Context: an optimization exercise on an open-source flow, tuned for small area, a short achievable clock period and few clock cycles per item. The choices shown serve that exercise and are no tape-out recipe. At most, simulation tests tie the RTL to the original design; equivalence was not proved. The flow treats the clock pin as an ideal source, which a real chip does not have. Power and IR drop assume default switching activity.

==> flow/design.v (excerpt) <==
module sleipnir_fr (
    input  wire         clk,
    input  wire         rst,           
    input  wire         in_valid,
    input  wire [7:0]   in_data,
    output wire         in_ready,
    output reg          ev_valid,
    output reg  [2:0]   ev_code,
    output reg  [4:0]   ev_skip,
    output reg  [4:0]   ev_len,
    output wire [199:0] ev_payload
);
Size: roughly 1100 cells after synthesis, roughly 320 flip-flops.
Settings: LEC_CHECK=0, CAP_MARGIN=20, CORE_MARGIN=2, CORE_UTILIZATION=25, PLACE_DENSITY=0.38, SETUP_SLACK_MARGIN=1.5, SLEW_MARGIN=20; clock period 20.0 ns.
standard.sh (not shown) runs the stock make flow with config.mk's settings and CLKGATE_MAP_FILE= SYNTH_SCRIPT=/design/flow/synth_recipe.tcl, a recipe that flattens the netlist after the stock synthesis.
==> flow/flow/run.sh <==
#!/bin/bash
# Standard layout (the standard.sh), with port buffers of buf_2 cells
# instead of the default delay-cell buffers.
export BUFFER_PORTS_ARGS="-buffer_cell sky130_fd_sc_hd__buf_2"
bash standard.sh > standard.log 2>&1
The baseline finished with timing, DRC and antenna clean.
Rerun with:
==> flow/flow/run.sh (replaced) <==
#!/bin/bash
set -euo pipefail
export BUFFER_PORTS_ARGS="-buffer_cell sky130_fd_sc_hd__buf_2"
sed 's/SETUP_SLACK_MARGIN=[^ ]*/SETUP_SLACK_MARGIN=14.8/' standard.sh > flow_std.sh
bash flow_std.sh > standard.log 2>&1
- CORE_UTILIZATION: 25 -> 45
- CTS_BUF_LIST: unset -> sky130_fd_sc_hd__clkbuf_8 sky130_fd_sc_hd__clkbuf_4
- CTS_CLUSTER_SIZE: unset -> 30
- PLACE_DENSITY: 0.38 -> 0.6
Synthesized area is unchanged.
Wire length goes down by 15%.
Power goes down by 6.3%.
Setup slack gains 0.23 ns.
Combinational power goes down by 5.8%.
Hold slack is about the same.
Via count goes up by 7.3%.
Clock skew goes up by 0.0049 ns.
Cell area goes up by 6.0%.
Utilization goes up by 28 points.
Fmax goes up by 4.3%.
Function was not checked in any run of this note: the RTL went through the layout flow alone.

* * *

Setup of run 2:
sleipnir_fr again, from the RTL that the note above started with.
==> flow/config.mk <==
export PLATFORM = sky130hd
export DESIGN_NAME = sleipnir_fr
export DESIGN_NICKNAME = sleipnir_fr
export VERILOG_FILES = /design/flow/design.v
export SDC_FILE = /design/flow/constraint.sdc
export NUM_CORES = 4
export LEC_CHECK = 0
export CAP_MARGIN = 20
export CORE_MARGIN = 2
export CORE_UTILIZATION = 45
export CTS_BUF_LIST = sky130_fd_sc_hd__clkbuf_8 sky130_fd_sc_hd__clkbuf_4
export CTS_CLUSTER_SIZE = 30
export PLACE_DENSITY = 0.6
export SETUP_SLACK_MARGIN = 1.5
export SLEW_MARGIN = 20
==> flow/constraint.sdc <==
create_clock -name core_clock -period 20.0 [get_ports {clk}]
set_input_delay 4.0000 -clock core_clock [delete_from_list [all_inputs] [get_ports {clk}]]
set_output_delay 4.0000 -clock core_clock [all_outputs]
set_load 0.01 [all_outputs]
==> flow/flow/run.sh <==
#!/bin/bash
set -euo pipefail
export BUFFER_PORTS_ARGS="-buffer_cell sky130_fd_sc_hd__buf_2"
sed 's/SETUP_SLACK_MARGIN=[^ ]*/SETUP_SLACK_MARGIN=15.3/' standard.sh > flow_std.sh
bash flow_std.sh > standard.log 2>&1
[inputs] run 4 vs run 2
==> flow/flow/run.sh <==
#!/bin/bash
# Standard layout (the standard.sh), with port buffers of buf_2 cells
# instead of the default delay-cell buffers.
export BUFFER_PORTS_ARGS="-buffer_cell sky130_fd_sc_hd__buf_2"
bash standard.sh > standard.log 2>&1
### Flow results
On average wire length per cell after detail routing: run 4 sits above run 2.
Relative to run 2, the routed wire length measured on run 4 has decreased slightly.
Of run 4 and run 2, the lower share of total power in the clock network belongs to run 2.
Non-clock buffer count: run 4 vs run 2 down 108
ev_payload[89] as the last element of the critical path was reported by run 2, and ev_payload[176] by run 4.
No run of this note included a check of the RTL's function; only the layout flow was run.

* * *

Setup of run A:
sleipnir_fr, a different RTL version from the one above (not shown whole).
For scale: about 310 flip-flops, ~13000 sq um of cells after synthesis.
export LEC_CHECK = 0
export CAP_MARGIN = 20
export CORE_MARGIN = 2
export CORE_UTILIZATION = 70
export CTS_BUF_LIST = sky130_fd_sc_hd__clkbuf_16
export CTS_CLUSTER_DIAMETER = 100
export CTS_CLUSTER_SIZE = 25
export PLACE_DENSITY = 0.85
export SETUP_SLACK_MARGIN = 1.5
export SLEW_MARGIN = 20
create_clock -name core_clock -period 20.0 [get_ports {clk}]
==> flow/flow/run.sh <==
#!/bin/bash
# The standard layout (standard.sh) with two changes to how it is made:
#  - port buffers are buf_1 cells instead of the default delay-cell buffers
#    (clkdlybuf4s50_1), which are larger and slower;
#  - after clock tree synthesis, the resizer sizes up (no buffering) the
#    cells of the slowest paths (size.tcl), then the standard flow goes on.
# The SDC, the clock tree and every other step are the standard flow's.
set -euo pipefail
export BUFFER_PORTS_ARGS="-buffer_cell sky130_fd_sc_hd__buf_1"
bash standard.sh cts > standard_cts.log 2>&1
openroad -no_init -exit flow/size.tcl > size.log 2>&1
bash standard.sh > standard_finish.log 2>&1
==> flow/flow/size.tcl <==
# Size up the cells on the slowest paths after CTS (sizing and pin swaps
# only: no buffers, no cloning), then legalize and save the CTS result.
set res orfs/results/sky130hd/sleipnir_fr/base
set plat $::env(FLOW_HOME)/platforms/sky130hd
read_db $res/4_cts.odb
read_liberty $plat/lib/sky130_fd_sc_hd__tt_025C_1v80.lib
read_sdc $res/4_cts.sdc
source $plat/setRC.tcl
set_dont_use {sky130_fd_sc_hd__probe_p_8 sky130_fd_sc_hd__probec_p_8 sky130_fd_sc_hd__lpflow_*}
set_propagated_clock [all_clocks]
estimate_parasitics -placement
report_worst_slack -max
repair_timing -setup -setup_margin 14.55 -sequence "sizeup,swap" -skip_last_gasp -verbose
detailed_placement
check_placement
estimate_parasitics -placement
report_worst_slack -max
write_db $res/4_cts.odb
Testbench counts of run A, summed over its fixed seeds: cycles 34,799, bytes 32,206.
What run B does differently from run A at the input level:
- PLACE_DENSITY changed from 0.85 to 0.6
- CORE_UTILIZATION changed from 70 to 45
==> flow/flow/run.sh <==
#!/bin/bash
# The standard layout (standard.sh), with port buffers of buf_1 cells
# instead of the default delay-cell buffers (clkdlybuf4s50_1), which are
# larger and slower.  Every other step, and the SDC, are the standard flow's.
set -euo pipefail
export BUFFER_PORTS_ARGS="-buffer_cell sky130_fd_sc_hd__buf_1"
bash standard.sh > standard.log 2>&1
removed: flow/flow/size.tcl
Results
Run B vs run A: switching share of power up. Comparing run A and run B, routed wire length on met2 is lower on run A. Minimum period implied by the final worst setup slack: run A and run B compared, lower one is run A. On proportion of final cell area spent on non-clock buffers, run A and run B are basically level. | setup slack | run B vs run A | 79 ps lower |. | number of CTS-inserted buffers | run B vs run A | ≈ equal |. NOTE maximum frequency from static timing analysis run A->run B decreased slightly. Run A → run B: non-clock buffer count increased 1, combinational share of power essentially unchanged.
### run B -> run C
- CORE_UTILIZATION now 60, was 45
- PLACE_DENSITY now 0.75, was 0.6
[summary]
- Run C against run B: worst hold margin went up 50 ps, starting density of the core went up by 15 points, share of post-route cells with drive strength above 1 now smaller, cell area moved down.
Relative to run C, the following input files were edited for run D:
- swapping 60 for 70 in CORE_UTILIZATION
- swapping 0.75 for 0.85 in PLACE_DENSITY
## What came out
Minimum clock period after layout is higher on run C. Changes observed in run D relative to run C: effective utilization at floorplan shows an increase of 9.9 points; internal power consumption level. | area growth from synthesis to layout | run D vs run C | 0.38 points lower |. Per the comparison of run D with run C, die footprint decreased about 14%; tap cell count decreased 16%; worst setup slack increased 55 ps; hold slack decreased 16 ps.

* * *

Setup of 01-28:
Another version of the RTL of sleipnir_fr (not shown whole).
Size in the first run: about 1100 cells after synthesis, about 310 flip-flops, roughly 14000 um2 of cells after synthesis.
==> flow/design.v (excerpt) <==
module sleipnir_fr (
    input  wire         clk,
    input  wire         rst,           
    input  wire         in_valid,
    input  wire [7:0]   in_data,
    output wire         in_ready,
    output reg          ev_valid,
    output reg  [2:0]   ev_code,
    output reg  [4:0]   ev_skip,
    output reg  [4:0]   ev_len,
    output wire [199:0] ev_payload
);
==> flow/config.mk <==
export PLATFORM = sky130hd
export DESIGN_NAME = sleipnir_fr
export DESIGN_NICKNAME = sleipnir_fr
export VERILOG_FILES = /design/flow/design.v
export SDC_FILE = /design/flow/constraint.sdc
export NUM_CORES = 4
export LEC_CHECK = 0
export CAP_MARGIN = 20
export CORE_MARGIN = 2
export CORE_UTILIZATION = 45
export CTS_BUF_LIST = sky130_fd_sc_hd__clkbuf_16
export CTS_CLUSTER_DIAMETER = 100
export CTS_CLUSTER_SIZE = 25
export PLACE_DENSITY = 0.6
export SETUP_SLACK_MARGIN = 1.5
export SLEW_MARGIN = 20
==> flow/constraint.sdc <==
create_clock -name core_clock -period 20.0 [get_ports {clk}]
set_input_delay 4.0000 -clock core_clock [delete_from_list [all_inputs] [get_ports {clk}]]
set_output_delay 4.0000 -clock core_clock [all_outputs]
set_load 0.01 [all_outputs]
==> flow/flow/run.sh <==
#!/bin/bash
# The standard layout (standard.sh), with port buffers of buf_1 cells
# instead of the default delay-cell buffers (clkdlybuf4s50_1), which are
# larger and slower.  Every other step, and the SDC, are the standard flow's.
set -euo pipefail
export BUFFER_PORTS_ARGS="-buffer_cell sky130_fd_sc_hd__buf_1"
bash standard.sh > standard.log 2>&1
Testbench counts of 01-28, summed over its fixed seeds: cycles 34,716, bytes 32,206.
[inputs] 11-27 vs 01-28
Settings: PLACE_DENSITY changed from 0.6 to 0.75; CORE_UTILIZATION changed from 45 to 60.
Notes after the runs:
The data-path buffer share of cell area in the final layout of 11-27 is lower than that of 01-28.
Going from 01-28 to 11-27, met3 track utilization from global routing grows by 1.6 points.
Between 01-28 and 11-27, wire length reported by the detailed router decreased.
11-27 ended up with a lower design area than 01-28 did.
Against 01-28, 11-27 comes in 0.013 ns higher on worst hold margin.
Run comparison: 01-28 top routing layer in use met5; 11-27 top routing layer in use met4
01-28 ran to completion and came out clean on the timing, design-rule and antenna checks.
11-27 | stages: all done | timing, DRC, antenna: all pass

==> static timing again, ports no longer ideal <==
Ports are ideal in the flow. The routed layouts listed here were re-timed in OpenROAD.
Step 1 (the two cells are an assumption about what drives the block):
set clk [get_ports {clk}]
set_driving_cell -lib_cell sky130_fd_sc_hd__clkbuf_16 $clk
set_driving_cell -lib_cell sky130_fd_sc_hd__buf_2 [delete_from_list [all_inputs] $clk]
Step 2 times the ports against the registers' clock, not the clock port: input delays grow and output delays shrink by t, the midpoint of the rising clock arrivals with the driver on.
Slacks: ideal / step 1 / step 2; pairs: ideal / step 1.
run	shift t [ns]	slack for setup (ns)	worst register clock-pin slew, ns
the first run of note 1	0.604	14.444 / 14.388 / 14.638	0.06 / 0.06
the second run of note 1	0.613	14.674 / 14.628 / 14.634	0.08 / 0.08
run 2	0.605	14.712 / 14.668 / 14.758	0.07 / 0.07
run 4	0.615	14.526 / 14.478 / 14.651	0.07 / 0.07
run A	0.547	14.507 / 14.458 / 14.552	0.10 / 0.10
run B	0.550	14.428 / 14.376 / 14.483	0.10 / 0.10
run C	0.540	14.447 / 14.403 / 14.573	0.10 / 0.10
run D	0.545	14.503 / 14.454 / 14.549	0.10 / 0.10
01-28	0.562	14.603 / 14.553 / 14.746	0.11 / 0.11
11-27	0.547	14.618 / 14.570 / 14.684	0.10 / 0.10
After both steps setup and hold are still met in every run listed. For the second run of note 1, which loses most, drivers alone change the setup slack by -0.046 ns; drivers and shift together by -0.040 ns.
